This is an optimization exercise on Yosys and OpenROAD, whose aim is a short achievable clock period and few clock cycles, not a production implementation. Where RTL was checked, it was by simulation tests only, not by an equivalence proof against the original. Function not checked in run 1: the RTL went through the layout flow alone. Power figures rest on the tool's default switching activity, not on a simulated workload.

--- standard.sh ---
#!/bin/bash
# synth_recipe.tcl (not shown) runs the flow's synth.tcl, then flattens the netlist and writes it again
# the make line also repeats each setting of config.mk as NAME=value (left out here)
make -C /OpenROAD-flow-scripts/flow DESIGN_CONFIG=/design/flow/config.mk WORK_HOME=/design/flow/orfs CLKGATE_MAP_FILE= SYNTH_SCRIPT=/design/flow/synth_recipe.tcl "${@:-finish}"
--- constraint.sdc ---
create_clock -name core_clock -period 12.0 [get_ports {clk}]
set_input_delay 2.4000 -clock core_clock [delete_from_list [all_inputs] [get_ports {clk}]]
set_output_delay 2.4000 -clock core_clock [all_outputs]
set_load 0.01 [all_outputs]
--- design.v ---
module aaf_compositor (
    input  wire        clk,
    input  wire        rst,
    input  wire        start,
    input  wire [1:0]  cmd,
    input  wire [1:0]  depth,         
    input  wire        swap,
    input  wire        mirror_en,
    input  wire [7:0]  pal_idx,
    input  wire [15:0] width,
    input  wire [15:0] rows,
    input  wire [15:0] obj_x,         
    input  wire [15:0] blk_y,         
    input  wire [15:0] dest_x,        
    input  wire [15:0] dest_y,        
    input  wire [15:0] dest_stride,
    input  wire [15:0] dest_rows,
    input  wire [15:0] clip_x0,       
    input  wire [15:0] clip_y0,       
    input  wire [15:0] clip_x1,       
    input  wire [15:0] clip_y1,       
    input  wire [15:0] mirror_ofs,    
    input  wire [31:0] pal_addr,
    input  wire [31:0] dbuf_addr,
    input  wire [31:0] dest_addr,
    output wire        ready,
    output reg         done,
    output reg  [3:0]  status,
    output reg  [31:0] r0,
    output reg  [31:0] r1,
    output reg  [31:0] r2,
    output wire        mem_req,
    output wire        mem_we,
    output wire [31:0] mem_addr,
    output wire [31:0] mem_wdata,
    output wire [3:0]  mem_wstrb,
    input  wire [31:0] mem_rdata,
    input  wire        mem_ack
);
    localparam [3:0] ST_OK        = 4'd0;
    localparam [3:0] ST_BAD_PARAM = 4'd12;
    localparam [3:0] ST_BAD_CMD   = 4'd14;
    localparam [1:0] K_F = 2'd0, K_S = 2'd1, K_W = 2'd2, K_R = 2'd3;
    reg        ready_q;       
    reg [5:1]  stp;           
    reg        g_ok;          
    assign ready = ready_q;
    wire accept = ready_q && start;
    reg [1:0]  p_cmd, p_depth;
    reg        p_swap, p_mirror;
    reg [7:0]  p_idx;
    reg [15:0] p_width, p_rows, p_objx, p_blky, p_dx, p_dy, p_stride, p_drows;
    reg [15:0] p_cx0, p_cy0, p_cx1, p_cy1, p_mofs;
    reg [31:0] p_pal, p_dbuf, p_dest;
    wire isidx = !p_depth[1];
    reg [15:0]  cache_color [0:255];
    reg [255:0] cache_valid;
    reg        q0_v, q0_we, q0_last;
    reg [29:0] q0_addr;
    reg [31:0] q0_wdata;
    reg [3:0]  q0_strb;
    reg [1:0]  q0_kind;
    reg [7:0]  q0_idx;
    reg        q1_v, q1_we, q1_last;
    reg [29:0] q1_addr;
    reg [31:0] q1_wdata;
    reg [3:0]  q1_strb;
    reg [1:0]  q1_kind;
    reg [7:0]  q1_idx;
    assign mem_req   = q0_v;
    assign mem_we    = q0_we;
    assign mem_addr  = {q0_addr, 2'b00};
    assign mem_wdata = q0_wdata;
    assign mem_wstrb = q0_strb;
    wire qspace  = !q1_v;
    wire q0_free = !q0_v || mem_ack;
    reg        cq_v;
    reg [1:0]  cq_kind;
    reg [7:0]  cq_idx;
    reg [31:0] rd_q;
    wire [15:0] rq_color  = {rd_q[23:19], rd_q[15:10], rd_q[7:3]};
    wire [15:0] rq_result = p_swap ? {rq_color[7:0], rq_color[15:8]} : rq_color;
    wire        cq_s      = cq_v && (cq_kind == K_S);
    wire signed [20:0] ox   = {{5{p_objx[15]}}, p_objx};
    wire signed [20:0] by1  = {{5{p_blky[15]}}, p_blky};
    wire signed [20:0] dx0  = {{5{p_dx[15]}},   p_dx};
    wire signed [20:0] dy0  = {{5{p_dy[15]}},   p_dy};
    wire signed [20:0] cx0  = {{5{p_cx0[15]}},  p_cx0};
    wire signed [20:0] cy0  = {{5{p_cy0[15]}},  p_cy0};
    wire signed [20:0] cx1  = {{5{p_cx1[15]}},  p_cx1};
    wire signed [20:0] cy1  = {{5{p_cy1[15]}},  p_cy1};
    wire signed [20:0] mo   = {{5{p_mofs[15]}}, p_mofs};
    wire signed [20:0] wid  = {5'd0, p_width};
    wire signed [20:0] nrw  = {5'd0, p_rows};
    wire signed [20:0] strd = {5'd0, p_stride};
    wire signed [20:0] drw  = {5'd0, p_drows};
    reg signed [17:0] e_c0o, e_c0d, e_od, e_do, e_c1o, e_c1d, e_c0c1, g_x;
    reg signed [17:0] e_c0b, e_c0e, e_be, e_eb, e_c1b, e_c1e, e_yc0c1, g_y;
    reg signed [17:0] s_Wm1, s_Sm1, s_Rm1, s_Dm1;
    wire xa_ge_b = !e_c0o[17], xa_ge_c = !e_c0d[17], xb_ge_c = !e_od[17];
    wire xselA = xa_ge_b && xa_ge_c;
    wire xselB = !xselA && xb_ge_c;
    wire ya_ge_b = !e_c0b[17], ya_ge_c = !e_c0e[17], yb_ge_c = !e_be[17];
    wire yselA = ya_ge_b && ya_ge_c;
    wire yselB = !yselA && yb_ge_c;
    wire signed [20:0] c1_X1 = xselA ? cx0 : xselB ? ox : dx0;
    wire [15:0] c1_sxa  = xselA ? e_c0o[15:0] : xselB ? 16'd0 : e_do[15:0];
    wire [15:0] c1_col0 = xselA ? e_c0d[15:0] : xselB ? e_od[15:0] : 16'd0;
    wire [15:0] c1_sy0  = yselA ? e_c0b[15:0] : yselB ? 16'd0 : e_eb[15:0];
    wire [15:0] c1_row0 = yselA ? e_c0e[15:0] : yselB ? e_be[15:0] : 16'd0;
    wire xu_ab = e_c1o <= s_Wm1, xu_ac = e_c1d <= s_Sm1, xu_bc = g_x <= s_Sm1;
    wire yu_ab = e_c1b <= s_Rm1, yu_ac = e_c1e <= s_Dm1, yu_bc = g_y <= s_Dm1;
    wire xuselA = xu_ab && xu_ac;
    wire yuselA = yu_ab && yu_ac;
    wire [15:0] c1_sxb = xuselA ? e_c1o[15:0] : xu_bc ? s_Wm1[15:0] : e_do[15:0] + s_Sm1[15:0];
    wire [15:0] c1_syb = yuselA ? e_c1b[15:0] : yu_bc ? s_Rm1[15:0] : e_eb[15:0] + s_Dm1[15:0];
    wire signed [20:0] c1_X2 = xuselA ? cx1 : xu_bc ? ox + {{3{s_Wm1[17]}}, s_Wm1} : dx0 + {{3{s_Sm1[17]}}, s_Sm1};
    wire c1_empty =
        (e_c0c1 > 18'sd0) || (e_c0o > s_Wm1) || (e_c0d > s_Sm1) ||
        e_c1o[17] || s_Wm1[17] || (e_od > s_Sm1) ||
        e_c1d[17] || (e_do > s_Wm1) || s_Sm1[17] ||
        (e_yc0c1 > 18'sd0) || (e_c0b > s_Rm1) || (e_c0e > s_Dm1) ||
        e_c1b[17] || s_Rm1[17] || (e_be > s_Dm1) ||
        e_c1e[17] || (e_eb > s_Rm1) || s_Dm1[17];
    wire q_fast = (e_c0b <= 18'sd0) && !e_be[17];     
    wire q_empty = c1_empty;
    reg signed [20:0] X1, X2, Ssum;
    reg [15:0] sxa, sxb, col0, sy0, syb, row0;
    reg [16:0] bpr;           
    wire [16:0] c1_bpr = (p_depth == 2'd0) ? ({1'b0, p_width} + 17'd1) >> 1 :
                         (p_depth == 2'd1) ? {1'b0, p_width} : {p_width, 1'b0};
    reg  [16:0] c2_byteoff;   
    reg         c2_fast;      
    reg         p_rok;        
    wire [31:0] c2_fa    = fa_base;
    wire [16:0] c1_boA = (p_depth == 2'd0) ? {2'b0, e_c0o[15:1]} :
                         (p_depth == 2'd1) ? {1'b0, e_c0o[15:0]} : {e_c0o[15:0], 1'b0};
    wire [16:0] c1_boC = (p_depth == 2'd0) ? {2'b0, e_do[15:1]} :
                         (p_depth == 2'd1) ? {1'b0, e_do[15:0]} : {e_do[15:0], 1'b0};
    wire [31:0] c1_faA = p_dbuf + {15'd0, c1_boA};
    wire [31:0] c1_faC = p_dbuf + {15'd0, c1_boC};
    wire [31:0] c1_fa  = xselA ? c1_faA : xselB ? p_dbuf : c1_faC;
    wire        z1ok   = (p_cmd == 2'd0) && (p_depth != 2'd3) && !q_empty && q_fast;
    wire [15:0] c2_dx    = sxb - sxa;
    wire [16:0] c2_nrows = {1'b0, syb - sy0} + 17'd1;
    wire [16:0] c2_npx   = {1'b0, c2_dx} + 17'd1;
    wire [17:0] c1_span = (p_depth == 2'd0) ? {3'd0, c1_sxb[15:1] - c1_sxa[15:1]} :
                          (p_depth == 2'd1) ? {2'd0, c1_sxb - c1_sxa} : {1'b0, c1_sxb - c1_sxa, 1'b1};
    wire [17:0] c2_span  = span;
    wire [2:0]  c2_x0    = {1'b0, c2_fa[1:0]} + {1'b0, c2_span[1:0]};
    wire [16:0] c2_wc0   = c2_span[17:2] + 17'd1 + {16'd0, c2_x0[2]};
    wire        z2ok     = (c2_span[17:2] != 16'd0) || c2_x0[2];    
    reg [31:0] fa_base;
    reg [18:0] ppA [0:7];     
    reg [17:0] ppB [0:7];     
    reg [18:0] bpr3;
    integer ii;
    reg [17:0] strd3;
    reg [31:0] prodA_lo, prodA_hi, prodB_lo, prodB_hi;
    reg [16:0] n_px, n_rows;
    reg signed [20:0] colm0;
    reg        slow, fast;
    reg [17:0] span;
    reg [16:0] wbase;         
    reg [31:0] prodA, prodB;
    reg [30:0] d2c, d2m;
    reg signed [20:0] klo, khi;
    reg [2:0]  gapc;
    wire [16:0] gap_c = bpr - span[16:0];
    wire [31:0] c5_fa  = fa_base + prodA;
    wire [2:0]  c5_x0  = {1'b0, c5_fa[1:0]} + {1'b0, span[1:0]};
    wire [16:0] c5_wc0 = wbase + {16'd0, c5_x0[2]};
    reg [31:0] fifo [0:7];
    reg [2:0]  fwp, frp;
    reg [3:0]  fcnt;          
    reg [3:0]  f_used;        
    reg [16:0] f_rows;        
    reg [29:0] f_wa;          
    reg [16:0] f_wcnt;        
    reg [1:0]  f_falo;        
    reg [31:0] f_nfa;         
    reg        f_nok;         
    wire        f_want  = (f_rows != 17'd0) && (f_wcnt != 17'd0) && !f_used[3];
    wire        f_advok = (g_ok && f_nok) || (f_rows == 17'd1);
    reg         f_nsh;        
    reg  [16:0] wb_m1, wb_p1;                   
    wire [2:0]  f_nx    = {1'b0, f_nfa[1:0]} + {1'b0, span[1:0]};
    wire [16:0] f_nwc   = (f_nx[2] == f_nsh) ? wbase : f_nx[2] ? wb_p1 : wb_m1;
    function shw(input [1:0] lo, input [1:0] sp, input [2:0] gc);
        reg [1:0] la;
        begin
            la  = lo + sp;
            shw = ({1'b0, la} + gc) < 3'd4;
        end
    endfunction
    reg        x_act;
    reg [16:0] x_rows, x_rem, x_k;
    reg        x_r1, x_r2, n_1, n_2;    
    reg [2:0]  x_pos;
    reg        x_lane, x_rlane, x_first;
    reg [1:0]  x_falo;
    wire [3:0]  ppw    = (p_depth == 2'd0) ? 4'd8 : (p_depth == 2'd1) ? 4'd4 : 4'd2;
    wire [31:0] w_head  = fifo[frp];
    wire [31:0] w_head1 = fifo[frp + 3'd1];
    wire [63:0] xwin   = {w_head1, w_head};
    function [15:0] xpix(input [63:0] win, input [3:0] u, input [1:0] dep);
        reg [7:0] b;
        begin
            if (dep == 2'd0) begin
                b = win[8*u[3:1] +: 8];
                xpix = {12'd0, u[0] ? b[3:0] : b[7:4]};
            end else if (dep == 2'd1)
                xpix = {8'd0, win[8*u[2:0] +: 8]};
            else
                xpix = win[16*u[1:0] +: 16];
        end
    endfunction
    wire        x_cnt2    = !(slow || x_lane || x_r1);
    wire [3:0]  x_pos4    = {1'b0, x_pos};
    wire        x_strad   = x_cnt2 && (x_pos4 == ppw - 4'd1);
    wire        x_have    = x_strad ? (fcnt >= 4'd2) : (fcnt != 4'd0);
    wire [15:0] x_pa      = xpix(xwin, x_pos4, p_depth);
    wire [15:0] x_pb      = xpix(xwin, x_pos4 + 4'd1, p_depth);
    wire [3:0]  x_npos    = x_pos4 + (x_cnt2 ? 4'd2 : 4'd1);
    wire        x_adv     = x_npos >= ppw;
    wire [3:0]  x_pafter  = x_adv ? x_npos - ppw : x_npos;
    wire        x_rowend  = x_cnt2 ? x_r2 : x_r1;
    wire        x_lastrow = (x_rows == 17'd1);
    wire [1:0]  x_lalo    = x_falo + span[1:0];
    wire        x_sh      = ({1'b0, x_lalo} + gapc) < 3'd4;
    wire [1:0]  x_nfalo   = x_falo + bpr[1:0];
    wire [2:0]  x_npos0   = (p_depth == 2'd0) ? {x_nfalo, sxa[0]} :
                            (p_depth == 2'd1) ? {1'b0, x_nfalo} : {2'b0, x_nfalo[1]};
    wire signed [20:0] x_ks  = {4'd0, x_k};
    wire signed [20:0] x_ks1 = {4'd0, x_k} + 21'sd1;
    wire        x_mva     = (x_ks >= klo) && (x_ks <= khi);
    wire        x_mvb     = (x_ks1 >= klo) && (x_ks1 <= khi);
    reg        d_v, d_cnt2, d_first, d_last, d_cl, d_mva, d_mvb;
    reg [15:0] d_a, d_b;
    reg        l_v, l_cnt2, l_first, l_last, l_cl, l_mva, l_mvb;
    reg [15:0] l_a, l_b;
    function [255:0] dec256(input [7:0] ix);
        begin
            dec256 = 256'd0;
            dec256[ix] = 1'b1;
        end
    endfunction
    reg        s_v, s_cnt2, s_first, s_last, s_cl, s_mva, s_mvb, s_ma, s_mb, s_abeq;
    reg [15:0] s_a, s_b;
    reg [29:0] s_pa, s_pb;    
    reg [3:0]  s_issued;      
    reg [3:0]  pc_cnt;        
    wire       s_want = s_v && (s_ma || s_mb);
    wire [7:0] s_ridx = s_ma ? s_a[7:0] : s_b[7:0];
    reg        a_v, a_cnt2, a_first, a_last, a_cl, a_mva, a_mvb;
    reg        g_v, g_cnt2, g_first, g_last, g_cl, g_mva, g_mvb;    
    reg [15:0] g_ca, g_cb;
    reg [15:0] a_a, a_b;
    reg [3:0]  a_tag;
    reg [30:0] w_h, w_m, w_rowh, w_rowm;    
    reg        c_v, c_mv;                   
    reg [15:0] c_col;
    wire [3:0]  a_tagd = pc_cnt - a_tag;
    wire        a_tagok = !a_tagd[3];
    wire        a_fwa  = cq_s && (cq_idx == a_a[7:0]);
    wire        a_fwb  = cq_s && (cq_idx == a_b[7:0]);
    reg  [7:0] a_xa1, a_xa2, a_xa3, a_xb1, a_xb2, a_xb3;
    wire [15:0] a_lka0 = cache_color[a_a[7:0]];
    wire [15:0] a_lka1 = cache_color[a_xa1 ^ 8'hff];
    wire [15:0] a_lka2 = cache_color[a_xa2 ^ 8'h55];
    wire [15:0] a_lka3 = cache_color[a_xa3 ^ 8'haa];
    wire [15:0] a_lkb0 = cache_color[a_b[7:0]];
    wire [15:0] a_lkb1 = cache_color[a_xb1 ^ 8'hff];
    wire [15:0] a_lkb2 = cache_color[a_xb2 ^ 8'h55];
    wire [15:0] a_lkb3 = cache_color[a_xb3 ^ 8'haa];
    wire [15:0] a_lka = {a_lka3[15:12], a_lka2[11:8], a_lka1[7:4], a_lka0[3:0]};
    wire [15:0] a_lkb = {a_lkb3[15:12], a_lkb2[11:8], a_lkb1[7:4], a_lkb0[3:0]};
    wire [15:0] a_ca   = !isidx ? a_a : a_fwa ? rq_result : a_lka;
    wire [15:0] a_cb   = !isidx ? a_b : a_fwb ? rq_result : a_lkb;
    reg        m_v, m_cl, m_cnt2, m_m1en, m_m2en;
    reg [29:0] m_paddr, m_m1addr, m_m2addr;
    reg [31:0] m_pdata, m_m1data, m_m2data;
    reg [3:0]  m_pstrb, m_m1strb, m_m2strb;
    reg        k_v, k_cl, k_cnt2, k_m1en, k_m2en;
    reg [29:0] k_paddr, k_m1addr, k_m2addr;
    reg [31:0] k_pdata, k_m1data, k_m2data;
    reg [3:0]  k_pstrb, k_m1strb, k_m2strb;
    reg [1:0]  w_ph;
    wire [29:0] w_caddr = (w_ph == 2'd0) ? m_paddr : (w_ph == 2'd1) ? m_m1addr : m_m2addr;
    wire [31:0] w_cdata = (w_ph == 2'd0) ? m_pdata : (w_ph == 2'd1) ? m_m1data : m_m2data;
    wire [3:0]  w_cstrb = (w_ph == 2'd0) ? m_pstrb : (w_ph == 2'd1) ? m_m1strb : m_m2strb;
    wire        w_glast = (w_ph == 2'd0) ? !(m_m1en || m_m2en) : (w_ph == 2'd1) ? !m_m2en : 1'b1;
    wire r_want = stp[1] && p_rok;
    wire z_want = (stp[1] && z1ok) || (stp[2] && fast && z2ok) || (stp[5] && !fast);
    wire [29:0] z_addr = stp[1] ? c1_fa[31:2] : stp[2] ? fa_base[31:2] + 30'd1 : c5_fa[31:2];
    wire zr     = r_want || z_want;
    wire push_s = qspace && s_want;
    wire push_f = qspace && !s_want && f_want;
    wire push_w = qspace && !s_want && !f_want && m_v;
    wire z1     = stp[1] && z1ok;
    wire push_l = (qspace && (r_want || (z_want && !stp[1]))) || push_s || push_f || push_w;
    wire push   = push_l || z1;
    reg        n_we, n_last;
    reg [29:0] n_addr;
    reg [31:0] n_wdata;
    reg [3:0]  n_strb;
    reg [1:0]  n_kind;
    always @(*) begin
        n_we    = 1'b0;
        n_last  = 1'b0;
        n_wdata = w_cdata;
        n_strb  = w_cstrb;
        if (s_want) begin
            n_kind = K_S;
            n_addr = s_ma ? s_pa : s_pb;
        end else if (f_want) begin
            n_kind = K_F;
            n_addr = f_wa;
        end else if (m_v) begin
            n_kind = K_W;
            n_we   = 1'b1;
            n_addr = w_caddr;
            n_last = m_cl && w_glast;
        end else if (r_want) begin
            n_kind = K_R;
            n_addr = p_pal[31:2] + {22'd0, p_idx};
        end else begin
            n_kind = K_F;
            n_addr = z_addr;
        end
    end
    wire w_pop  = push_w && w_glast;
    wire g_pass = g_v && !k_v;
    wire g_free = !g_v || g_pass;
    wire a_pass = a_v && a_tagok && g_free;
    wire a_free = !a_v || a_pass;
    wire s_ma2  = s_ma && !push_s;
    wire s_mb2  = s_mb && !(push_s && (!s_ma || s_abeq));
    wire s_pass = s_v && !s_ma2 && !s_mb2 && a_free;
    wire s_free = !s_v || s_pass;
    wire l_go   = l_v && s_free;
    wire l_free = !l_v || l_go;
    wire d_go   = d_v && l_free;
    wire d_free = !d_v || d_go;
    wire x_go   = x_act && d_free && x_have;
    wire [1:0] x_popn = !x_rowend ? {1'b0, x_adv} :
                       (!x_lastrow && x_sh) ? {1'b0, x_adv} :
                       ({1'b0, x_adv} + {1'b0, (x_pafter != 4'd0)});
    wire [3:0] fcnt_in  = fcnt + {3'd0, cq_v && cq_kind == K_F};
    wire [3:0] fused_in = f_used + {3'd0, push_f || (qspace && z_want && !stp[1])};
    wire l_va = cache_valid[l_a[7:0]];
    wire l_vb = cache_valid[l_b[7:0]];
    wire l_ma = isidx && !l_va && !(push_s && s_ridx == l_a[7:0]);
    wire l_mb = isidx && l_cnt2 && !l_vb && !(push_s && s_ridx == l_b[7:0]);
    wire [30:0] pl_h = g_first ? w_rowh : w_h;
    wire [30:0] pl_m = g_first ? w_rowm : w_m;
    wire        pl_flush = g_last || slow;
    wire [3:0]  pl_pstrb = g_cnt2 ? 4'b1111 : (pl_h[0] ? 4'b1100 : 4'b0011);
    wire [31:0] pl_pdata = g_cnt2 ? {g_cb, g_ca} : {g_ca, g_ca};
    reg  [3:0]  pl_m1strb, pl_m2strb;
    reg  [31:0] pl_m1data, pl_m2data;
    reg         pl_cv, pl_cmv;
    reg  [15:0] pl_ccol;
    always @(*) begin
        pl_m1strb = 4'b0000;
        pl_m2strb = 4'b0000;
        pl_m1data = {g_ca, g_cb};
        pl_m2data = {g_cb, g_cb};
        pl_cv     = 1'b0;
        pl_cmv    = c_mv;
        pl_ccol   = c_col;
        if (p_mirror) begin
            if (pl_m[0]) begin
                if (g_cnt2) begin
                    pl_m1strb = {{2{g_mva}}, {2{g_mvb}}};
                    pl_m1data = {g_ca, g_cb};
                end else if (pl_flush) begin
                    pl_m1strb = {{2{g_mva}}, 2'b00};
                    pl_m1data = {g_ca, g_ca};
                end else begin
                    pl_cv   = 1'b1;
                    pl_cmv  = g_mva;
                    pl_ccol = g_ca;
                end
            end else begin
                pl_m1strb = {{2{c_v && c_mv}}, {2{g_mva}}};
                pl_m1data = {c_col, g_ca};
                if (g_cnt2) begin
                    if (pl_flush) begin
                        pl_m2strb = {{2{g_mvb}}, 2'b00};
                        pl_m2data = {g_cb, g_cb};
                    end else begin
                        pl_cv   = 1'b1;
                        pl_cmv  = g_mvb;
                        pl_ccol = g_cb;
                    end
                end
            end
        end
    end
    wire [29:0] pl_paddr  = pl_h[30:1];
    wire [29:0] pl_m1addr = pl_m[30:1];
    wire [29:0] pl_m2addr = pl_m[30:1] - 30'd1;
    wire        pl_m1en   = |pl_m1strb;
    wire        pl_m2en   = |pl_m2strb;
    wire m_take = !m_v || w_pop;
    always @(posedge clk) begin
        if (rst) begin
            ready_q     <= 1'b1;
            stp         <= 5'd0;
            g_ok        <= 1'b0;
            done        <= 1'b0;
            status      <= ST_OK;
            r0          <= 32'd0;
            r1          <= 32'd0;
            r2          <= 32'd0;
            cache_valid <= 256'd0;
            q0_v        <= 1'b0;
            q1_v        <= 1'b0;
            cq_v        <= 1'b0;
            fwp         <= 3'd0;
            frp         <= 3'd0;
            fcnt        <= 4'd0;
            f_used      <= 4'd0;
            f_rows      <= 17'd0;
            x_act       <= 1'b0;
            l_v         <= 1'b0;
            d_v         <= 1'b0;
            s_v         <= 1'b0;
            s_issued    <= 4'd0;
            pc_cnt      <= 4'd0;
            a_v         <= 1'b0;
            g_v         <= 1'b0;
            c_v         <= 1'b0;
            m_v         <= 1'b0;
            k_v         <= 1'b0;
        end else begin
            done <= 1'b0;
            stp  <= {stp[4:1], 1'b0};
            if (ready_q) begin
                e_c0o   <= {{2{clip_x0[15]}}, clip_x0} - {{2{obj_x[15]}}, obj_x};
                e_c0d   <= {{2{clip_x0[15]}}, clip_x0} - {{2{dest_x[15]}}, dest_x};
                e_od    <= {{2{obj_x[15]}}, obj_x} - {{2{dest_x[15]}}, dest_x};
                e_do    <= {{2{dest_x[15]}}, dest_x} - {{2{obj_x[15]}}, obj_x};
                e_c1o   <= {{2{clip_x1[15]}}, clip_x1} - {{2{obj_x[15]}}, obj_x};
                e_c1d   <= {{2{clip_x1[15]}}, clip_x1} - {{2{dest_x[15]}}, dest_x};
                e_c0c1  <= {{2{clip_x0[15]}}, clip_x0} - {{2{clip_x1[15]}}, clip_x1};
                g_x     <= {{2{obj_x[15]}}, obj_x} - {{2{dest_x[15]}}, dest_x} + {2'd0, width} - 18'd1;
                s_Wm1   <= {2'd0, width} - 18'd1;
                s_Sm1   <= {2'd0, dest_stride} - 18'd1;
                s_Rm1   <= {2'd0, rows} - 18'd1;
                s_Dm1   <= {2'd0, dest_rows} - 18'd1;
                e_c0b   <= {{2{clip_y0[15]}}, clip_y0} - {{2{blk_y[15]}}, blk_y};
                e_c0e   <= {{2{clip_y0[15]}}, clip_y0} - {{2{dest_y[15]}}, dest_y};
                e_be    <= {{2{blk_y[15]}}, blk_y} - {{2{dest_y[15]}}, dest_y};
                e_eb    <= {{2{dest_y[15]}}, dest_y} - {{2{blk_y[15]}}, blk_y};
                e_c1b   <= {{2{clip_y1[15]}}, clip_y1} - {{2{blk_y[15]}}, blk_y};
                e_c1e   <= {{2{clip_y1[15]}}, clip_y1} - {{2{dest_y[15]}}, dest_y};
                e_yc0c1 <= {{2{clip_y0[15]}}, clip_y0} - {{2{clip_y1[15]}}, clip_y1};
                g_y     <= {{2{blk_y[15]}}, blk_y} - {{2{dest_y[15]}}, dest_y} + {2'd0, rows} - 18'd1;
                p_rok    <= (cmd == 2'd2) && !(depth[1] || (depth == 2'd0 && pal_idx[7:4] != 4'd0));
                p_cmd    <= cmd;
                p_depth  <= depth;
                p_swap   <= swap;
                p_mirror <= mirror_en;
                p_idx    <= pal_idx;
                p_width  <= width;
                p_rows   <= rows;
                p_objx   <= obj_x;
                p_blky   <= blk_y;
                p_dx     <= dest_x;
                p_dy     <= dest_y;
                p_stride <= dest_stride;
                p_drows  <= dest_rows;
                p_cx0    <= clip_x0;
                p_cy0    <= clip_y0;
                p_cx1    <= clip_x1;
                p_cy1    <= clip_y1;
                p_mofs   <= mirror_ofs;
                p_pal    <= pal_addr;
                p_dbuf   <= dbuf_addr;
                p_dest   <= dest_addr;
            end
            if (accept) begin
                r0       <= 32'd0;
                r1       <= 32'd0;
                r2       <= 32'd0;
                status   <= ST_OK;
                ready_q  <= 1'b0;
                g_ok     <= 1'b0;
                stp      <= 5'b00001;
            end
            if (stp[1]) begin
                X1    <= c1_X1;
                X2    <= c1_X2;
                sxa   <= c1_sxa;
                sxb   <= c1_sxb;
                col0  <= c1_col0;
                sy0   <= c1_sy0;
                syb   <= c1_syb;
                row0  <= c1_row0;
                c2_byteoff <= (p_depth == 2'd0) ? {2'b0, c1_sxa[15:1]} :
                              (p_depth == 2'd1) ? {1'b0, c1_sxa} : {c1_sxa, 1'b0};
                c2_fast    <= q_fast;
                fast       <= q_fast;
                fa_base    <= c1_fa;
                span       <= c1_span;
                Ssum  <= ox + ox + wid + wid + mo - 21'sd1;
                bpr3  <= {2'd0, c1_bpr} + {1'b0, c1_bpr, 1'b0};
                strd3 <= {2'd0, p_stride} + {1'd0, p_stride, 1'b0};
                bpr   <= c1_bpr;
                case (p_cmd)
                    2'd0: begin
                        if (p_depth == 2'd3) begin
                            status  <= ST_BAD_PARAM;
                            done    <= 1'b1;
                            ready_q <= 1'b1;
                            stp     <= 5'd0;
                        end else if (c1_empty) begin
                            done    <= 1'b1;
                            ready_q <= 1'b1;
                            stp     <= 5'd0;
                        end
                    end
                    2'd1: begin
                        cache_valid <= 256'd0;
                        done        <= 1'b1;
                        ready_q     <= 1'b1;
                        stp         <= 5'd0;
                    end
                    2'd2: begin
                        stp <= 5'd0;
                        if (!r_want) begin
                            status  <= ST_BAD_PARAM;
                            done    <= 1'b1;
                            ready_q <= 1'b1;
                        end
                    end
                    default: begin
                        status  <= ST_BAD_CMD;
                        done    <= 1'b1;
                        ready_q <= 1'b1;
                        stp     <= 5'd0;
                    end
                endcase
            end
            if (stp[2]) begin
                n_px    <= c2_npx;
                n_1     <= (c2_dx == 16'd0);
                n_2     <= (c2_dx == 16'd1);
                n_rows  <= c2_nrows;
                wbase   <= c2_span[17:2] + 17'd1;
                colm0   <= Ssum - dx0 - X1;
                slow    <= p_mirror && (Ssum <= X2 + X2) && (Ssum >= X1 + X1);
                for (ii = 0; ii < 8; ii = ii + 1) begin
                    case (sy0[2*ii +: 2])
                        2'd0: ppA[ii] <= 19'd0;
                        2'd1: ppA[ii] <= {2'd0, bpr};
                        2'd2: ppA[ii] <= {1'b0, bpr, 1'b0};
                        default: ppA[ii] <= bpr3;
                    endcase
                    case (row0[2*ii +: 2])
                        2'd0: ppB[ii] <= 18'd0;
                        2'd1: ppB[ii] <= {2'd0, p_stride};
                        2'd2: ppB[ii] <= {1'b0, p_stride, 1'b0};
                        default: ppB[ii] <= strd3;
                    endcase
                end
                x_lane  <= p_dest[1] ^ (row0[0] & p_stride[0]) ^ col0[0];
                x_rlane <= p_dest[1] ^ (row0[0] & p_stride[0]) ^ col0[0];
                if (c2_fast) begin
                    f_rows <= c2_nrows;
                    f_wa   <= c2_fa[31:2] + (z2ok ? 30'd2 : 30'd1);
                    f_wcnt <= c2_wc0 - (z2ok ? 17'd2 : 17'd1);
                    f_falo <= c2_fa[1:0];
                    f_nfa  <= c2_fa;
                    f_nok  <= 1'b0;
                    x_act  <= 1'b1;
                    x_rows <= c2_nrows;
                    x_rem  <= c2_npx;
                    x_r1   <= (c2_dx == 16'd0);
                    x_r2   <= (c2_dx == 16'd1);
                    x_k    <= 17'd0;
                    x_pos  <= (p_depth == 2'd0) ? {c2_fa[1:0], sxa[0]} :
                              (p_depth == 2'd1) ? {1'b0, c2_fa[1:0]} : {2'b0, c2_fa[1]};
                    x_first <= 1'b1;
                    x_falo <= c2_fa[1:0];
                end
            end
            if (stp[3]) begin
                prodA_lo <= {13'd0, ppA[0]} + {11'd0, ppA[1], 2'd0} + {9'd0, ppA[2], 4'd0} + {7'd0, ppA[3], 6'd0};
                prodA_hi <= {5'd0, ppA[4], 8'd0} + {3'd0, ppA[5], 10'd0} + {1'd0, ppA[6], 12'd0} + {ppA[7][17:0], 14'd0};
                d2c   <= p_dest[31:1] + {15'd0, col0};
                d2m   <= p_dest[31:1] + {{10{colm0[20]}}, colm0};
                prodB_lo <= {14'd0, ppB[0]} + {12'd0, ppB[1], 2'd0} + {10'd0, ppB[2], 4'd0} + {8'd0, ppB[3], 6'd0};
                prodB_hi <= {6'd0, ppB[4], 8'd0} + {4'd0, ppB[5], 10'd0} + {2'd0, ppB[6], 12'd0} + {ppB[7], 14'd0};
                gapc  <= (gap_c > 17'd4) ? 3'd4 : gap_c[2:0];
                wb_m1 <= wbase - 17'd1;
                wb_p1 <= wbase + 17'd1;
                if (fast)
                    f_nsh <= shw(fa_base[1:0], span[1:0], (gap_c > 17'd4) ? 3'd4 : gap_c[2:0]);
                klo   <= colm0 - strd + 21'sd1;
                khi   <= colm0;
                g_ok  <= 1'b1;
            end
            if (stp[4]) begin
                prodA <= prodA_lo + prodA_hi;
                prodB <= prodB_lo + prodB_hi;
            end
            if (stp[5]) begin
                w_rowh <= d2c + prodB[30:0];
                w_rowm <= d2m + prodB[30:0];
                if (!fast) begin
                    f_rows <= n_rows;
                    f_wa   <= c5_fa[31:2] + 30'd1;
                    f_wcnt <= c5_wc0 - 17'd1;
                    f_falo <= c5_fa[1:0];
                    f_nsh  <= shw(c5_fa[1:0], span[1:0], gapc);
                    f_nfa  <= c5_fa;
                    f_nok  <= 1'b0;
                    x_act  <= 1'b1;
                    x_rows <= n_rows;
                    x_rem  <= n_px;
                    x_r1   <= n_1;
                    x_r2   <= n_2;
                    x_k    <= 17'd0;
                    x_pos  <= (p_depth == 2'd0) ? {c5_fa[1:0], sxa[0]} :
                              (p_depth == 2'd1) ? {1'b0, c5_fa[1:0]} : {2'b0, c5_fa[1]};
                    x_first <= 1'b1;
                    x_falo <= c5_fa[1:0];
                end
            end
            if (q0_free) begin
                if (q1_v) begin
                    q0_v     <= 1'b1;
                    q0_we    <= q1_we;
                    q0_last  <= q1_last;
                    q0_addr  <= q1_addr;
                    q0_wdata <= q1_wdata;
                    q0_strb  <= q1_strb;
                    q0_kind  <= q1_kind;
                    q0_idx   <= q1_idx;
                    q1_v     <= 1'b0;
                end else begin
                    q0_v     <= push;
                    q0_we    <= n_we;
                    q0_last  <= n_last;
                    q0_addr  <= n_addr;
                    q0_wdata <= n_wdata;
                    q0_strb  <= n_strb;
                    q0_kind  <= n_kind;
                    q0_idx   <= s_ridx;
                end
            end else if (push_l) begin
                q1_v     <= 1'b1;
                q1_we    <= n_we;
                q1_last  <= n_last;
                q1_addr  <= n_addr;
                q1_wdata <= n_wdata;
                q1_strb  <= n_strb;
                q1_kind  <= n_kind;
                q1_idx   <= s_ridx;
            end
            cq_v    <= q0_v && mem_ack;
            cq_kind <= q0_kind;
            cq_idx  <= q0_idx;
            rd_q    <= mem_rdata;
            if (q0_v && mem_ack && q0_kind == K_S)
                pc_cnt <= pc_cnt + 4'd1;
            if (q0_v && mem_ack && q0_last) begin
                done    <= 1'b1;
                ready_q <= 1'b1;
            end
            if (cq_v && cq_kind == K_R) begin
                r0      <= {16'd0, rq_result};
                done    <= 1'b1;
                ready_q <= 1'b1;
            end
            if (cq_s)
                cache_color[cq_idx] <= rq_result;
            if (cq_v && cq_kind == K_F) begin
                fifo[fwp] <= rd_q;
                fwp       <= fwp + 3'd1;
            end
            frp    <= x_go ? frp + {1'b0, x_popn} : frp;
            fcnt   <= x_go ? fcnt_in - {2'd0, x_popn} : fcnt_in;
            f_used <= stp[1] ? {3'd0, z1} : x_go ? fused_in - {2'd0, x_popn} : fused_in;
            if (!f_nok && f_rows != 17'd0 && !stp[2] && !stp[5]) begin
                f_nfa <= f_nfa + {15'd0, bpr};
                f_nok <= 1'b1;
            end
            if (f_rows != 17'd0 && f_advok && (f_wcnt == 17'd0 || (push_f && f_wcnt == 17'd1))) begin
                f_rows <= f_rows - 17'd1;
                f_wa   <= f_nfa[31:2] + {29'd0, f_nsh};
                f_nsh  <= shw(f_nfa[1:0], span[1:0], gapc);
                f_wcnt <= f_nwc;
                f_falo <= f_nfa[1:0];
                f_nfa  <= f_nfa + {15'd0, bpr};
            end else if (push_f) begin
                f_wa   <= f_wa + 30'd1;
                f_wcnt <= f_wcnt - 17'd1;
            end
            if (x_go) begin
                d_a     <= x_pa;
                d_b     <= x_pb;
                d_cnt2  <= x_cnt2;
                d_first <= x_first;
                d_last  <= x_rowend;
                d_cl    <= x_rowend && x_lastrow;
                d_mva   <= x_mva;
                d_mvb   <= x_mvb;
                if (!x_rowend) begin
                    x_pos   <= x_pafter[2:0];
                    x_rem   <= x_rem - (x_cnt2 ? 17'd2 : 17'd1);
                    x_r1    <= x_cnt2 ? (x_rem == 17'd3) : (x_rem == 17'd2);
                    x_r2    <= x_cnt2 ? (x_rem == 17'd4) : (x_rem == 17'd3);
                    x_k     <= x_k + (x_cnt2 ? 17'd2 : 17'd1);
                    x_lane  <= x_lane ^ !x_cnt2;
                    x_first <= 1'b0;
                end else begin
                    x_rows  <= x_rows - 17'd1;
                    if (x_lastrow) x_act <= 1'b0;
                    x_pos   <= x_npos0;
                    x_rem   <= n_px;
                    x_r1    <= n_1;
                    x_r2    <= n_2;
                    x_k     <= 17'd0;
                    x_lane  <= x_rlane ^ p_stride[0];
                    x_rlane <= x_rlane ^ p_stride[0];
                    x_first <= 1'b1;
                    x_falo  <= x_nfalo;
                end
            end
            if (x_go)
                d_v <= 1'b1;
            else if (d_go)
                d_v <= 1'b0;
            if (d_go) begin
                l_a     <= d_a;
                l_b     <= d_b;
                l_cnt2  <= d_cnt2;
                l_first <= d_first;
                l_last  <= d_last;
                l_cl    <= d_cl;
                l_mva   <= d_mva;
                l_mvb   <= d_mvb;
            end
            if (d_go)
                l_v <= 1'b1;
            else if (l_go)
                l_v <= 1'b0;
            if (push_s) begin
                cache_valid[s_ridx] <= 1'b1;
                r2 <= r2 + 32'd1;
            end
            s_issued <= s_issued + {3'd0, push_s};
            if (l_go) begin
                s_v     <= 1'b1;
                s_a     <= l_a;
                s_b     <= l_b;
                s_cnt2  <= l_cnt2;
                s_first <= l_first;
                s_last  <= l_last;
                s_cl    <= l_cl;
                s_mva   <= l_mva;
                s_mvb   <= l_mvb;
                s_ma    <= l_ma;
                s_mb    <= l_mb;
                s_abeq  <= (l_a[7:0] == l_b[7:0]);
                s_pa    <= p_pal[31:2] + {22'd0, l_a[7:0]};
                s_pb    <= p_pal[31:2] + {22'd0, l_b[7:0]};
            end else begin
                s_ma <= s_ma2;
                s_mb <= s_mb2;
                if (s_pass)
                    s_v <= 1'b0;
            end
            if (s_pass) begin
                a_v     <= 1'b1;
                a_a     <= s_a;
                a_b     <= s_b;
                a_xa1   <= s_a[7:0] ^ 8'hff;
                a_xa2   <= s_a[7:0] ^ 8'h55;
                a_xa3   <= s_a[7:0] ^ 8'haa;
                a_xb1   <= s_b[7:0] ^ 8'hff;
                a_xb2   <= s_b[7:0] ^ 8'h55;
                a_xb3   <= s_b[7:0] ^ 8'haa;
                a_cnt2  <= s_cnt2;
                a_first <= s_first;
                a_last  <= s_last;
                a_cl    <= s_cl;
                a_mva   <= s_mva;
                a_mvb   <= s_mvb;
                a_tag   <= s_issued + {3'd0, push_s};
            end else if (a_pass)
                a_v <= 1'b0;
            if (a_pass) begin
                g_v     <= 1'b1;
                g_ca    <= a_ca;
                g_cb    <= a_cb;
                g_cnt2  <= a_cnt2;
                g_first <= a_first;
                g_last  <= a_last;
                g_cl    <= a_cl;
                g_mva   <= a_mva;
                g_mvb   <= a_mvb;
            end else if (g_pass)
                g_v <= 1'b0;
            if (g_pass) begin
                w_h   <= pl_h + (g_cnt2 ? 31'd2 : 31'd1);
                w_m   <= pl_m - (g_cnt2 ? 31'd2 : 31'd1);
                c_v   <= pl_cv;
                c_mv  <= pl_cmv;
                c_col <= pl_ccol;
                if (g_first) begin
                    w_rowh <= w_rowh + {15'd0, p_stride};
                    w_rowm <= w_rowm + {15'd0, p_stride};
                end
            end
            if (push_w) begin
                if (w_ph == 2'd0) r0 <= r0 + (m_cnt2 ? 32'd2 : 32'd1);
                else r1 <= r1 + {31'd0, w_cstrb[3]} + {31'd0, w_cstrb[0]};
                if (!w_glast)
                    w_ph <= (w_ph == 2'd0 && m_m1en) ? 2'd1 : 2'd2;
            end
            if (m_take) begin
                w_ph <= 2'd0;
                if (k_v) begin
                    m_v      <= 1'b1;
                    m_cl     <= k_cl;
                    m_cnt2   <= k_cnt2;
                    m_paddr  <= k_paddr;
                    m_pdata  <= k_pdata;
                    m_pstrb  <= k_pstrb;
                    m_m1en   <= k_m1en;
                    m_m1addr <= k_m1addr;
                    m_m1data <= k_m1data;
                    m_m1strb <= k_m1strb;
                    m_m2en   <= k_m2en;
                    m_m2addr <= k_m2addr;
                    m_m2data <= k_m2data;
                    m_m2strb <= k_m2strb;
                    k_v      <= 1'b0;
                end else begin
                    m_v      <= g_pass;
                    m_cl     <= g_cl;
                    m_cnt2   <= g_cnt2;
                    m_paddr  <= pl_paddr;
                    m_pdata  <= pl_pdata;
                    m_pstrb  <= pl_pstrb;
                    m_m1en   <= pl_m1en;
                    m_m1addr <= pl_m1addr;
                    m_m1data <= pl_m1data;
                    m_m1strb <= pl_m1strb;
                    m_m2en   <= pl_m2en;
                    m_m2addr <= pl_m2addr;
                    m_m2data <= pl_m2data;
                    m_m2strb <= pl_m2strb;
                end
            end else if (g_pass) begin
                k_v      <= 1'b1;
                k_cl     <= g_cl;
                k_cnt2   <= g_cnt2;
                k_paddr  <= pl_paddr;
                k_pdata  <= pl_pdata;
                k_pstrb  <= pl_pstrb;
                k_m1en   <= pl_m1en;
                k_m1addr <= pl_m1addr;
                k_m1data <= pl_m1data;
                k_m1strb <= pl_m1strb;
                k_m2en   <= pl_m2en;
                k_m2addr <= pl_m2addr;
                k_m2data <= pl_m2data;
                k_m2strb <= pl_m2strb;
            end
        end
    end
endmodule
--- flow/run.sh ---
#!/bin/bash
set -euo pipefail
MARGIN=${MARGIN:-8.5}
sed "s/SETUP_SLACK_MARGIN=[^ ]*/SETUP_SLACK_MARGIN=${MARGIN}/" standard.sh > standard_margin.sh
grep -q "SETUP_SLACK_MARGIN=${MARGIN}" standard_margin.sh
bash standard_margin.sh > make_flow.log 2>&1
--- config.mk ---
export PLATFORM = sky130hd
export DESIGN_NAME = aaf_compositor
export DESIGN_NICKNAME = aaf_compositor
export VERILOG_FILES = /design/flow/design.v
export SDC_FILE = /design/flow/constraint.sdc
export NUM_CORES = 8
export LEC_CHECK = 0
export ABC_CLOCK_PERIOD_IN_PS = 4000
export CAP_MARGIN = 20
export CORE_MARGIN = 2
export CORE_UTILIZATION = 40
export PLACE_DENSITY = 0.55
export SETUP_SLACK_MARGIN = 5
export SLEW_MARGIN = 20
export SYNTH_MEMORY_MAX_BITS = 8192
==> summary.json, run 1 <==
{
  "run_status": {
    "outcome": "finished clean"
  },
  "sta": {
    "finalHoldViolations": 0,
    "clock-skew-final_ns": 0.195,
    "max_clock_freq_mhz": 188,
    "rsz0062_at_grt": "yes",
    "final.setup.tns_ns": 0,
    "timing.final.crit_share_pct": 44.4,
    "timing.final.max_slew_violations": 0,
    "setup_violations": 0,
    "tightest_slew_ns": 1.40,
    "final.min_clock_period_ns": 5.32,
    "relSlewSlack_pct": 6.24
  },
  "cells_and_area": {
    "layout.nets": 31500,
    "final_layout_size_suffix_gt1_share_pct": 35.7,
    "layout.cells.non_filler": 43400,
    "area_taken_by_multi_input_logic_gates_um2": 180000,
    "final.fill_count": 80600,
    "area_delta_synth_final_pct": 25.7,
    "seqCellArea_um2": 218000
  },
  "clocking": {
    "clock_tree.root_cell": "clkbuf_16",
    "clock_sink_count": 7377,
    "cts_inserted_buffers": 832,
    "htree_levels": 6,
    "clock_tree_from_tritoncts": "done",
    "hold_buffers": 0,
    "clockBufferDepth": 5,
    "source_to_sink_clock_delay_at_the_later_pin_of_the_worst_skew_pair_ns": 1.20,
    "clkSlewWorstSetupHoldPaths_ns": 0.06
  },
  "placement": {
    "hpwl_detailed_um": 973000,
    "io_buffer_count": 520,
    "gp_congestion": 0.955,
    "dp_cells": 39100
  },
  "detailed_routing": {
    "detailroute.via_count": 273000,
    "detail_route.wl_per_cell_um": 35.7,
    "initialDrtViolationCount": 38200,
    "antenna_violating_nets_post_route": 0,
    "routed_via_density": 6.30,
    "pre_antenna_drt_iters": 8,
    "detail_route.drc_violations": 0,
    "finalWirelength_um": 1550000
  },
  "power": {
    "vdd.ir_drop.worst_v": 0.000130,
    "leakagePower_nw": 170,
    "power_per_cell_area_nw_per_um2": 131
  },
  "setup_path": {
    "worstSetupEndpointType": "flop",
    "cp-start-kind": "input pin",
    "critPathLaunch": "obj_x[0]",
    "rr_startpoint": "s_Sm1[3]$_DFFE_PP_",
    "setup.reg_to_reg.worst_slack_ns": 6.98,
    "crit_slowest_cell": "o41ai_4",
    "timing.critical_path.arrival_ns": 6.17,
    "criticalPathCategory": "input pin to flop",
    "slowest_delay_ns": 0.39,
    "crit_fanout": 3,
    "critical_path_required_ns": 12.85
  },
  "global_routing": {
    "grt_pass1_vias": 260000,
    "grt_pass1_wl_um": 2080000,
    "antenna_violations_before_repair": 216,
    "grt_overflow": 0,
    "overall_fraction_of_global_route_tracks_in_use_pct": 30.1,
    "grt_max_degree": 169
  },
  "synth": {
    "synth_async_sr_flop_share_pct": 0,
    "synth_seq_area_share_pct": 55.7,
    "synth.top_cells.by_area": "edfxtp_1, mux4_2, ha_1",
    "synthesis.area_per_instance_um2": 14.7,
    "synth_top_flop_cell": "edfxtp_1",
    "number_of_enable_flip_flop_cells_after_synthesis": 6943,
    "netlist_instances": 26500,
    "post_synth_instance_area_um2": 390000,
    "synthesis.yosys.warnings": 3,
    "yosysTopAreaCellShare_pct": 53.4,
    "ys_ff_latch": 7377,
    "yosysTopAreaCell": "edfxtp_1",
    "synth.lib_cells_used.distinct": 109
  },
  "die": {
    "design.portCount": 526,
    "floorplan.rows": 362,
    "chipWidth_um": 992,
    "fp.coreArea_um2": 972000,
    "floorplan.initialDensity_pct": 40.1,
    "die_height_um": 992,
    "die_area_um2": 983000
  },
  "run": {
    "timing.max_cap.violations": 0
  },
  "min_path": {
    "hold_path.class": "flop to flop",
    "min_from": "d_a[0]$_DFFE_PP_"
  }
}
-- worst max-delay path: cells and delay by family --
kind / cells / cell delay (ns)
simple gates: 2 / 0.15
buf+inv: 7 / 0.50
fa+ha+maj: 4 / 0.97
xor+xnor: 2 / 0.35
compound gates: 10 / 1.80
-- logic make-up (layout without fill, tap and decap cells) --
group | count (synthesis) | in the layout | share of synthesized area (%)
AOI/OAI and AO/OA | 4384 | 4387 | 7.28
xor gates and xnor gates | 1156 | 1156 | 2.60
adders and majority gates | 1611 | 1611 | 5.58
buffers and inverters | 2682 | 6359 | 2.67
DFF | 7377 | 7377 | 55.7
muxes | 3883 | 3886 | 19.8
other | 1 | 251 | 0.000961
and+or+nand+nor | 5412 | 5425 | 6.37
-- through the flow --
step | hold slack, ns | util, % | area [um^2] | power (mW) | setup slack [ns]
3_5_place_dp | 0.405 | 42.5 | 413000 | 36.1 | 3.56
3_3_place_gp | 0.401 | 42.5 | 413000 | 36.0 | 3.27
5_1_grt | 0.409 | 50.4 | 490000 | 65.8 | 6.61
2_1_floorplan | 0.400 | - | 390000 | 33.5 | 0.470
6_report | 0.379 | 50.5 | 490000 | 64.1 | 6.68
4_1_cts | 0.382 | 49.1 | 477000 | 63.3 | 6.72
-- timing repair --
item / 4_1_cts / 5_1_grt
gates resized for setup: 4844 / 1531
setup buffers: 1555 / 567
pin swaps: 1236 / 1044
endpoints found under the setup margin: 7450 / 3814
gates cloned: 272 / 77
-- registers in the layout (all words and copies together) (netlist names), 32 cells and up, named ones only --
name and count:
cache_color 4096, cache_valid 256, fifo 256, ppA 151, ppB 143, f_nfa 32, fa_base 32, k_m1data 32
k_pdata 32, m_m1data 32, m_pdata 32, p_dbuf 32, prodA 32, q0_wdata 32, q1_wdata 32, r0 32
r1 32, r2 32, rd_q 32
-- Yosys cell counts, types with 43 or more instances --
| cell type | number |
|---|---|
| a31oi_1 | 116 |
| dfxtp_1 | 434 |
| mux4_2 | 3035 |
| nand4_1 | 170 |
| clkbuf_1 | 1079 |
| a22o_1 | 140 |
| o21bai_1 | 72 |
| a2111oi_0 | 43 |
| o21ai_0 | 1146 |
| or2_2 | 53 |
| o22ai_1 | 78 |
| o31ai_1 | 106 |
| xnor2_1 | 758 |
| nor2_1 | 1817 |
| a21o_1 | 271 |
| a21boi_0 | 108 |
| buf_1 | 188 |
| a211oi_1 | 275 |
| and2_1 | 67 |
| nand3b_1 | 44 |
| xor2_1 | 398 |
| a221oi_1 | 69 |
| mux2_2 | 420 |
| a21oi_1 | 945 |
| ha_1 | 1395 |
| nor2b_1 | 267 |
| mux2i_1 | 428 |
| a311oi_1 | 43 |
| o21a_1 | 163 |
| a22oi_1 | 264 |
| or3_1 | 111 |
| nand3_1 | 398 |
| edfxtp_1 | 6943 |
| and3_1 | 187 |
| o211ai_1 | 187 |
| nand2_1 | 1533 |
| inv_1 | 1153 |
| fa_1 | 216 |
| nor3_1 | 373 |
| a211o_1 | 52 |
| nand2b_1 | 148 |
| buf_2 | 237 |
| nor4_1 | 117 |
-- final cells by class --
type,count,share of cell area [%]
repair inverters,5,0.00944
inverters,1159,0.948
diodes,249,0.127
clock buffers,1042,4.48
well taps,12900,3.30
flip-flops and latches,7377,44.4
multi-input cells,16500,36.7
repair buffers,3679,9.07
clock inverters,474,0.981
-- metal layers --
layer / GRT usage [%] / part of all wire [%] / up-vias
li1: - / - / 112000
met4: 14.2 / 5.9 / 102
met3: 8.90 / 12 / 3224
met1: 41.1 / 39 / 142000
met5: 0.112 / 0.083 / -
met2: 44.2 / 43 / 16000
-- placed cells by master, fill, tap and decap left out, types with 273 or more instances in the layout --
cell / n
mux2i_1: 377
buf_4: 1740
nor2_1: 1377
dfxtp_1: 307
clkbuf_16: 905
xor2_1: 336
o21ai_0: 676
ha_1: 1181
buf_16: 273
buf_12: 371
xnor2_1: 638
nand2_1: 1427
mux4_2: 3035
edfxtp_1: 6943
a21oi_1: 695
buf_6: 701
nor3_1: 276
nand3_1: 352
mux2_2: 382
inv_1: 989
-- report_power, final --
group	total, mW	internal (mW)	switching [mW]
Clock	25.7	14.6	11.1
Sequential	29.4	28.9	0.478
Combinational	9.04	3.72	5.31
-- worst paths after layout --
kind	cells after the start	endpoint
setup / recovery	25	g_x[15]$_DFFE_PP_
hold / removal	0	l_a[0]$_DFFE_PP_
setup reg to reg	26	c2_span[12]$_DFFE_PP_
hold reg to reg	0	l_a[0]$_DFFE_PP_
==> run 2, diff against run 1 <==
--- a/design.v
+++ b/design.v
@@ -108,8 +108,8 @@
     wire [15:0] c1_col0 = xselA ? e_c0d[15:0] : xselB ? e_od[15:0] : 16'd0;
     wire [15:0] c1_sy0  = yselA ? e_c0b[15:0] : yselB ? 16'd0 : e_eb[15:0];
     wire [15:0] c1_row0 = yselA ? e_c0e[15:0] : yselB ? e_be[15:0] : 16'd0;
-    wire xu_ab = e_c1o <= s_Wm1, xu_ac = e_c1d <= s_Sm1, xu_bc = g_x <= s_Sm1;
-    wire yu_ab = e_c1b <= s_Rm1, yu_ac = e_c1e <= s_Dm1, yu_bc = g_y <= s_Dm1;
+    wire xu_ab = e_c1o <= s_Wm1, xu_ac = e_c1d <= s_Sm1, xu_bc = e_od <= g_x;
+    wire yu_ab = e_c1b <= s_Rm1, yu_ac = e_c1e <= s_Dm1, yu_bc = e_be <= g_y;
     wire xuselA = xu_ab && xu_ac;
     wire yuselA = yu_ab && yu_ac;
     wire [15:0] c1_sxb = xuselA ? e_c1o[15:0] : xu_bc ? s_Wm1[15:0] : e_do[15:0] + s_Sm1[15:0];
@@ -140,16 +140,23 @@
     wire [31:0] c1_faA = p_dbuf + {15'd0, c1_boA};
     wire [31:0] c1_faC = p_dbuf + {15'd0, c1_boC};
     wire [31:0] c1_fa  = xselA ? c1_faA : xselB ? p_dbuf : c1_faC;
+    wire [15:0] c1_xC   = e_do[15:0] + s_Sm1[15:0];
+    function [16:0] lbo(input [15:0] x, input [1:0] dep);
+        lbo = (dep == 2'd0) ? {2'b0, x[15:1]} : (dep == 2'd1) ? {1'b0, x} : {x, 1'b1};
+    endfunction
+    wire [31:0] c1_laA = p_dbuf + {15'd0, lbo(e_c1o[15:0], p_depth)};
+    wire [31:0] c1_laB = p_dbuf + {15'd0, lbo(s_Wm1[15:0], p_depth)};
+    wire [31:0] c1_laC = p_dbuf + {15'd0, lbo(c1_xC, p_depth)};
+    wire [31:0] c1_la  = xuselA ? c1_laA : xu_bc ? c1_laB : c1_laC;
+    reg  [31:0] la_base;
     wire        z1ok   = (p_cmd == 2'd0) && (p_depth != 2'd3) && !q_empty && q_fast;
     wire [15:0] c2_dx    = sxb - sxa;
     wire [16:0] c2_nrows = {1'b0, syb - sy0} + 17'd1;
     wire [16:0] c2_npx   = {1'b0, c2_dx} + 17'd1;
-    wire [17:0] c1_span = (p_depth == 2'd0) ? {3'd0, c1_sxb[15:1] - c1_sxa[15:1]} :
-                          (p_depth == 2'd1) ? {2'd0, c1_sxb - c1_sxa} : {1'b0, c1_sxb - c1_sxa, 1'b1};
-    wire [17:0] c2_span  = span;
-    wire [2:0]  c2_x0    = {1'b0, c2_fa[1:0]} + {1'b0, c2_span[1:0]};
-    wire [16:0] c2_wc0   = c2_span[17:2] + 17'd1 + {16'd0, c2_x0[2]};
-    wire        z2ok     = (c2_span[17:2] != 16'd0) || c2_x0[2];    
+    wire [17:0] c2_span  = (p_depth == 2'd0) ? {3'd0, sxb[15:1] - sxa[15:1]} :
+                           (p_depth == 2'd1) ? {2'd0, sxb - sxa} : {1'b0, sxb - sxa, 1'b1};
+    wire [29:0] c2_wd    = la_base[31:2] - fa_base[31:2];      
+    wire        z2ok     = (la_base[31:2] != fa_base[31:2]);    
     reg [31:0] fa_base;
     reg [18:0] ppA [0:7];     
     reg [17:0] ppB [0:7];     
@@ -445,7 +452,7 @@
                 e_c1o   <= {{2{clip_x1[15]}}, clip_x1} - {{2{obj_x[15]}}, obj_x};
                 e_c1d   <= {{2{clip_x1[15]}}, clip_x1} - {{2{dest_x[15]}}, dest_x};
                 e_c0c1  <= {{2{clip_x0[15]}}, clip_x0} - {{2{clip_x1[15]}}, clip_x1};
-                g_x     <= {{2{obj_x[15]}}, obj_x} - {{2{dest_x[15]}}, dest_x} + {2'd0, width} - 18'd1;
+                g_x     <= {2'd0, dest_stride} - {2'd0, width};
                 s_Wm1   <= {2'd0, width} - 18'd1;
                 s_Sm1   <= {2'd0, dest_stride} - 18'd1;
                 s_Rm1   <= {2'd0, rows} - 18'd1;
@@ -457,7 +464,7 @@
                 e_c1b   <= {{2{clip_y1[15]}}, clip_y1} - {{2{blk_y[15]}}, blk_y};
                 e_c1e   <= {{2{clip_y1[15]}}, clip_y1} - {{2{dest_y[15]}}, dest_y};
                 e_yc0c1 <= {{2{clip_y0[15]}}, clip_y0} - {{2{clip_y1[15]}}, clip_y1};
-                g_y     <= {{2{blk_y[15]}}, blk_y} - {{2{dest_y[15]}}, dest_y} + {2'd0, rows} - 18'd1;
+                g_y     <= {2'd0, dest_rows} - {2'd0, rows};
                 p_rok    <= (cmd == 2'd2) && !(depth[1] || (depth == 2'd0 && pal_idx[7:4] != 4'd0));
                 p_cmd    <= cmd;
                 p_depth  <= depth;
@@ -504,7 +511,7 @@
                 c2_fast    <= q_fast;
                 fast       <= q_fast;
                 fa_base    <= c1_fa;
-                span       <= c1_span;
+                la_base    <= c1_la;
                 Ssum  <= ox + ox + wid + wid + mo - 21'sd1;
                 bpr3  <= {2'd0, c1_bpr} + {1'b0, c1_bpr, 1'b0};
                 strd3 <= {2'd0, p_stride} + {1'd0, p_stride, 1'b0};
@@ -549,7 +556,7 @@
                 n_1     <= (c2_dx == 16'd0);
                 n_2     <= (c2_dx == 16'd1);
                 n_rows  <= c2_nrows;
-                wbase   <= c2_span[17:2] + 17'd1;
+                span    <= c2_span;
                 colm0   <= Ssum - dx0 - X1;
                 slow    <= p_mirror && (Ssum <= X2 + X2) && (Ssum >= X1 + X1);
                 for (ii = 0; ii < 8; ii = ii + 1) begin
@@ -571,7 +578,7 @@
                 if (c2_fast) begin
                     f_rows <= c2_nrows;
                     f_wa   <= c2_fa[31:2] + (z2ok ? 30'd2 : 30'd1);
-                    f_wcnt <= c2_wc0 - (z2ok ? 17'd2 : 17'd1);
+                    f_wcnt <= z2ok ? c2_wd[16:0] - 17'd1 : 17'd0;
                     f_falo <= c2_fa[1:0];
                     f_nfa  <= c2_fa;
                     f_nok  <= 1'b0;
@@ -595,8 +602,9 @@
                 prodB_lo <= {14'd0, ppB[0]} + {12'd0, ppB[1], 2'd0} + {10'd0, ppB[2], 4'd0} + {8'd0, ppB[3], 6'd0};
                 prodB_hi <= {6'd0, ppB[4], 8'd0} + {4'd0, ppB[5], 10'd0} + {2'd0, ppB[6], 12'd0} + {ppB[7], 14'd0};
                 gapc  <= (gap_c > 17'd4) ? 3'd4 : gap_c[2:0];
-                wb_m1 <= wbase - 17'd1;
-                wb_p1 <= wbase + 17'd1;
+                wbase <= span[17:2] + 17'd1;
+                wb_m1 <= {1'b0, span[17:2]};
+                wb_p1 <= span[17:2] + 17'd2;
                 if (fast)
                     f_nsh <= shw(fa_base[1:0], span[1:0], (gap_c > 17'd4) ? 3'd4 : gap_c[2:0]);
                 klo   <= colm0 - strd + 21'sd1;
==> summary.json, run 2 <==
{
  "run_status": {
    "outcome": {"value": "finished clean", "change": "unchanged"}
  },
  "die": {
    "chipWidth": {"value": 991, "unit": "um", "change": "was 992 um"},
    "floorplan.initialDensity": {"value": 40.1, "unit": "%", "change": "about the same"},
    "die_area": {"value": 982000, "unit": "um^2", "change": "was 983,000 um^2"},
    "floorplan.rows": {"value": 362, "change": "unchanged"},
    "design.portCount": {"value": 526, "change": "unchanged"},
    "die_height": {"value": 991, "unit": "um", "change": "was 992 um"}
  },
  "setup_path": {
    "crit_fanout": {"value": 23, "change": "was 3"},
    "crit_slowest_cell": {"value": "edfxtp_1", "change": "was o41ai_4"},
    "cp-start-kind": {"value": "flop", "change": "was input pin"},
    "ff2ff_path_depth": {"value": 19, "change": "was 26"},
    "rr_startpoint": {"value": "s_Wm1[2]$_DFFE_PP_", "change": "was s_Sm1[3]$_DFFE_PP_"},
    "regToRegEndpoint": {"value": "la_base[21]$_DFFE_PP_", "change": "was c2_span[12]$_DFFE_PP_"},
    "worstSetupEndpointType": {"value": "flop", "change": "unchanged"},
    "path_delay_family": {"value": "compound AO/OA/AOI/OAI gates", "change": "unchanged"},
    "critPathLaunch": {"value": "s_Wm1[2]$_DFFE_PP_", "change": "was obj_x[0]"},
    "path_buf_inv": {"value": 4, "change": "was 7"},
    "setup.reg_to_reg.worst_slack": {"value": 6.91, "unit": "ns", "change": "was 6.98 ns"},
    "critical_path_required": {"value": 12.86, "unit": "ns", "change": "was 12.85 ns"},
    "slowest_delay": {"value": 0.47, "unit": "ns", "change": "was 0.39 ns"},
    "criticalPathCategory": {"value": "flop to flop", "change": "was input pin to flop"}
  },
  "synth": {
    "netlist_instances": {"value": 26300, "change": "was 26,500"},
    "synth.lib_cells_used.distinct": {"value": 129, "change": "was 109"},
    "synth_top_flop_cell": {"value": "edfxtp_1", "change": "unchanged"},
    "ys_ff_latch": {"value": 7402, "change": "was 7,377"},
    "yosysTopAreaCell": {"value": "edfxtp_1", "change": "unchanged"},
    "synth.top_cells.by_area": {"value": "edfxtp_1, mux4_2, ha_1", "change": "unchanged"},
    "post_synth_most_frequent_cells": {"value": "edfxtp_1, mux4_2, nor2_1", "change": "unchanged"},
    "post_synth_instance_area": {"value": 390000, "unit": "um^2", "change": "about the same"},
    "number_of_enable_flip_flop_cells_after_synthesis": {"value": 6968, "change": "was 6,943"},
    "synth_seq_area_share": {"value": 55.9, "unit": "%", "change": "was 55.7%"}
  },
  "cells_and_area": {
    "layout.cells.non_filler": {"value": 43000, "change": "was 43,400"},
    "number_of_flip_flops_in_the_largest_register": {"value": 4096, "change": "unchanged"},
    "most-common-layout-cells": {"value": "edfxtp_1, mux4_2, buf_4", "change": "unchanged"},
    "final_layout_size_suffix_gt1_share": {"value": 35.9, "unit": "%", "change": "was 35.7%"},
    "layout_top_registers": {"value": "cache_color (4096), cache_valid (256), fifo (256)", "change": "unchanged"},
    "layout.nets": {"value": 31200, "change": "was 31,500"},
    "mostFrequentLayoutCell": {"value": "edfxtp_1", "change": "unchanged"}
  },
  "sta": {
    "tightest_slew": {"value": 1.34, "unit": "ns", "change": "was 1.40 ns"},
    "clock-skew-final": {"value": 0.100, "unit": "ns", "change": "was 0.195 ns"},
    "finalHoldViolations": {"value": 0, "change": "unchanged"},
    "max_clock_freq": {"value": 196, "unit": "MHz", "change": "was 188 MHz"},
    "relSlewSlack": {"value": 10.1, "unit": "%", "change": "was 6.24%"},
    "final.min_clock_period": {"value": 5.09, "unit": "ns", "change": "was 5.32 ns"},
    "timing.final.max_slew_violations": {"value": 0, "change": "unchanged"}
  },
  "global_routing": {
    "grt_overflow": {"value": 0, "change": "unchanged"},
    "grt_pass1_vias": {"value": 256000, "change": "was 260,000"},
    "met2_track_demand_over_resource_in_global_routing": {"value": 42.4, "unit": "%", "change": "was 44.2%"},
    "grt_use_met3": {"value": 8.46, "unit": "%", "change": "was 8.90%"},
    "antenna_violations_before_repair": {"value": 216, "change": "unchanged"},
    "overall_fraction_of_global_route_tracks_in_use": {"value": 28.8, "unit": "%", "change": "was 30.1%"},
    "globalRoute.busiestLayer": {"value": "met2", "change": "unchanged"},
    "grt_pass1_wl": {"value": 2000000, "unit": "um", "change": "was 2,080,000 um"},
    "grt_util_met1": {"value": 40.3, "unit": "%", "change": "was 41.1%"},
    "grt_max_degree": {"value": 190, "change": "was 169"}
  },
  "clocking": {
    "clock_sink_count": {"value": 7402, "change": "was 7,377"},
    "clockBufferDepth": {"value": 5, "change": "unchanged"},
    "clkSlewWorstSetupHoldPaths": {"value": 0.06, "unit": "ns", "change": "about the same"},
    "cts_inserted_buffers": {"value": 833, "change": "was 832"},
    "clock_tree.root_cell": {"value": "clkbuf_16", "change": "unchanged"},
    "clock_tree_from_tritoncts": {"value": "done", "change": "unchanged"}
  },
  "power": {
    "proportion_of_power_drawn_by_combinational_gates": {"value": 11.8, "unit": "%", "change": "was 14.1%"},
    "netSwitchingFraction": {"value": 25.5, "unit": "%", "change": "was 26.3%"},
    "switching_power": {"value": 15.8, "unit": "mW", "change": "was 16.9 mW"}
  },
  "run": {
    "timing.max_cap.violations": {"value": 0, "change": "unchanged"}
  },
  "detailed_routing": {
    "finalWirelength": {"value": 1480000, "unit": "um", "change": "was 1,550,000 um"},
    "pre_antenna_drt_iters": {"value": 7, "change": "was 8"},
    "initialDrtViolationCount": {"value": 36600, "change": "was 38,200"},
    "detail_route.wl_per_cell": {"value": 34.5, "unit": "um", "change": "was 35.7 um"},
    "antenna_violating_nets_post_route": {"value": 0, "change": "unchanged"}
  },
  "placement": {
    "hpwl_detailed": {"value": 922000, "unit": "um", "change": "was 973,000 um"}
  }
}
==> run 2: cell types whose count changed after synthesis, sizes merged, moves of 37 or more <==
cell | previous run | this run
nor3 | 374 | 292
o21ai | 1153 | 1223
a21boi | 113 | 178
o21a | 163 | 105
a211oi | 276 | 236
ha | 1395 | 1358
==> run 2: final cells by class <==
class	instances	area (um^2)
clock inverters	443	4100
well taps	12900	16200
inverters	1148	4640
fillers	80500	484000
multi-input cells	16300	178000
repair buffers	3602	42900
diodes	136	340
repair inverters	6	52.6
flip-flops and latches	7402	218000
clock buffers	1063	22200
==> run 2: metal layers <==
layer,wire length (um),up-vias
met2,641000,15500
li1,-,110000
met4,75800,110
met3,182000,2819
met1,584000,139000
met5,1120,-
==> run 2: worst min path at each step <==
stage / from / end / slack [ns] / depth (start not counted)
finish: ppA[0][0]$_DFFE_PP_ / prodA_lo[0]$_DFFE_PP_ / 0.39 / 0
global route: l_a[9]$_DFFE_PP_ / s_a[9]$_DFFE_PP_ / 0.41 / 0
CTS: l_a[9]$_DFFE_PP_ / s_a[9]$_DFFE_PP_ / 0.40 / 0
detailed placement: s_b[14]$_DFFE_PP_ / a_b[14]$_DFFE_PP_ / 0.40 / 0
global placement: prodB_lo[6]$_DFFE_PP_ / prodB[6]$_DFFE_PP_ / 0.40 / 0
floorplan: s_a[10]$_DFFE_PP_ / a_a[10]$_DFFE_PP_ / 0.40 / 0
==> run 2: power by group through the flow <==
| stage | registers, mW | logic [mW] | clock network (mW) |
|---|---|---|---|
| final | 29.4 | 7.31 | 25.4 |
| after global routing | 29.4 | 7.73 | 26.6 |
| after CTS | 29.4 | 6.53 | 25.7 |
| after detailed placement | 30.0 | 5.20 | 0 |
| after global placement | 30.0 | 5.13 | 0 |
| after floorplan | 29.8 | 3.17 | 0 |
==> run 2: timing repair <==
action,in CTS,in global routing
gates cloned,223,78
pin swaps,1288,1041
setup buffers,1542,587
endpoints found under the setup margin,6547,3411
resized for setup,4837,1481
==> run 2: per-stage QoR <==
step / utilization [%] / total power [mW] / cell area (um^2) / worst slack (ns)
3_3_place_gp: 42.5 / 35.1 / 412000 / 4.95
5_1_grt: 50.1 / 63.8 / 486000 / 6.81
6_report: 50.1 / 62.1 / 487000 / 6.91
2_1_floorplan: - / 33.0 / 390000 / 0.648
4_1_cts: 48.7 / 61.6 / 473000 / 7.02
3_5_place_dp: 42.5 / 35.2 / 412000 / 5.04
==> run 2: cells by family after synthesis <==
group | Yosys count | synth area share [%]
and+or+nand+nor | 5313 | 6.26
muxes | 3869 | 19.9
other | 1 | 0.000963
AOI/OAI and AO/OA | 4359 | 7.21
DFF | 7402 | 55.9
buffers and inverters | 2680 | 2.68
xor gates and xnor gates | 1150 | 2.59
adders and majority gates | 1572 | 5.46
Testbench counts of run 2, summed over its fixed seeds: cycles 48,507.

==> afterwards: timing with drivers on the ports <==
How much do the figures lean on ideal ports? The routed layouts below were timed once more, with nothing changed but the port constraints.
Step 1 assumes that a clkbuf_16 drives the clock port and a buf_2 every other input.
Step 2 times the ports against the registers' clock, not the clock port: input delays grow and output delays shrink by t, the midpoint of the rising clock arrivals with the driver on.
a / b / c = no drivers / after step 1 / after step 2; a / b = the first two.
run	t (ns)	slack for setup (ns)	hold WS [ns]	worst register clock-pin slew, ns	cell pins on the clock port's net
run 1	1.264	6.676 / 6.732 / 5.468	0.379 / 0.379 / 0.379	0.07 / 0.07	1
run 2	1.259	6.906 / 6.906 / 6.623	0.386 / 0.386 / 0.386	0.07 / 0.07	1
After both steps setup and hold are still met in every run listed. The setup slack of run 1, which loses most, moves by +0.056 ns with the drivers and by -1.208 ns with both steps.
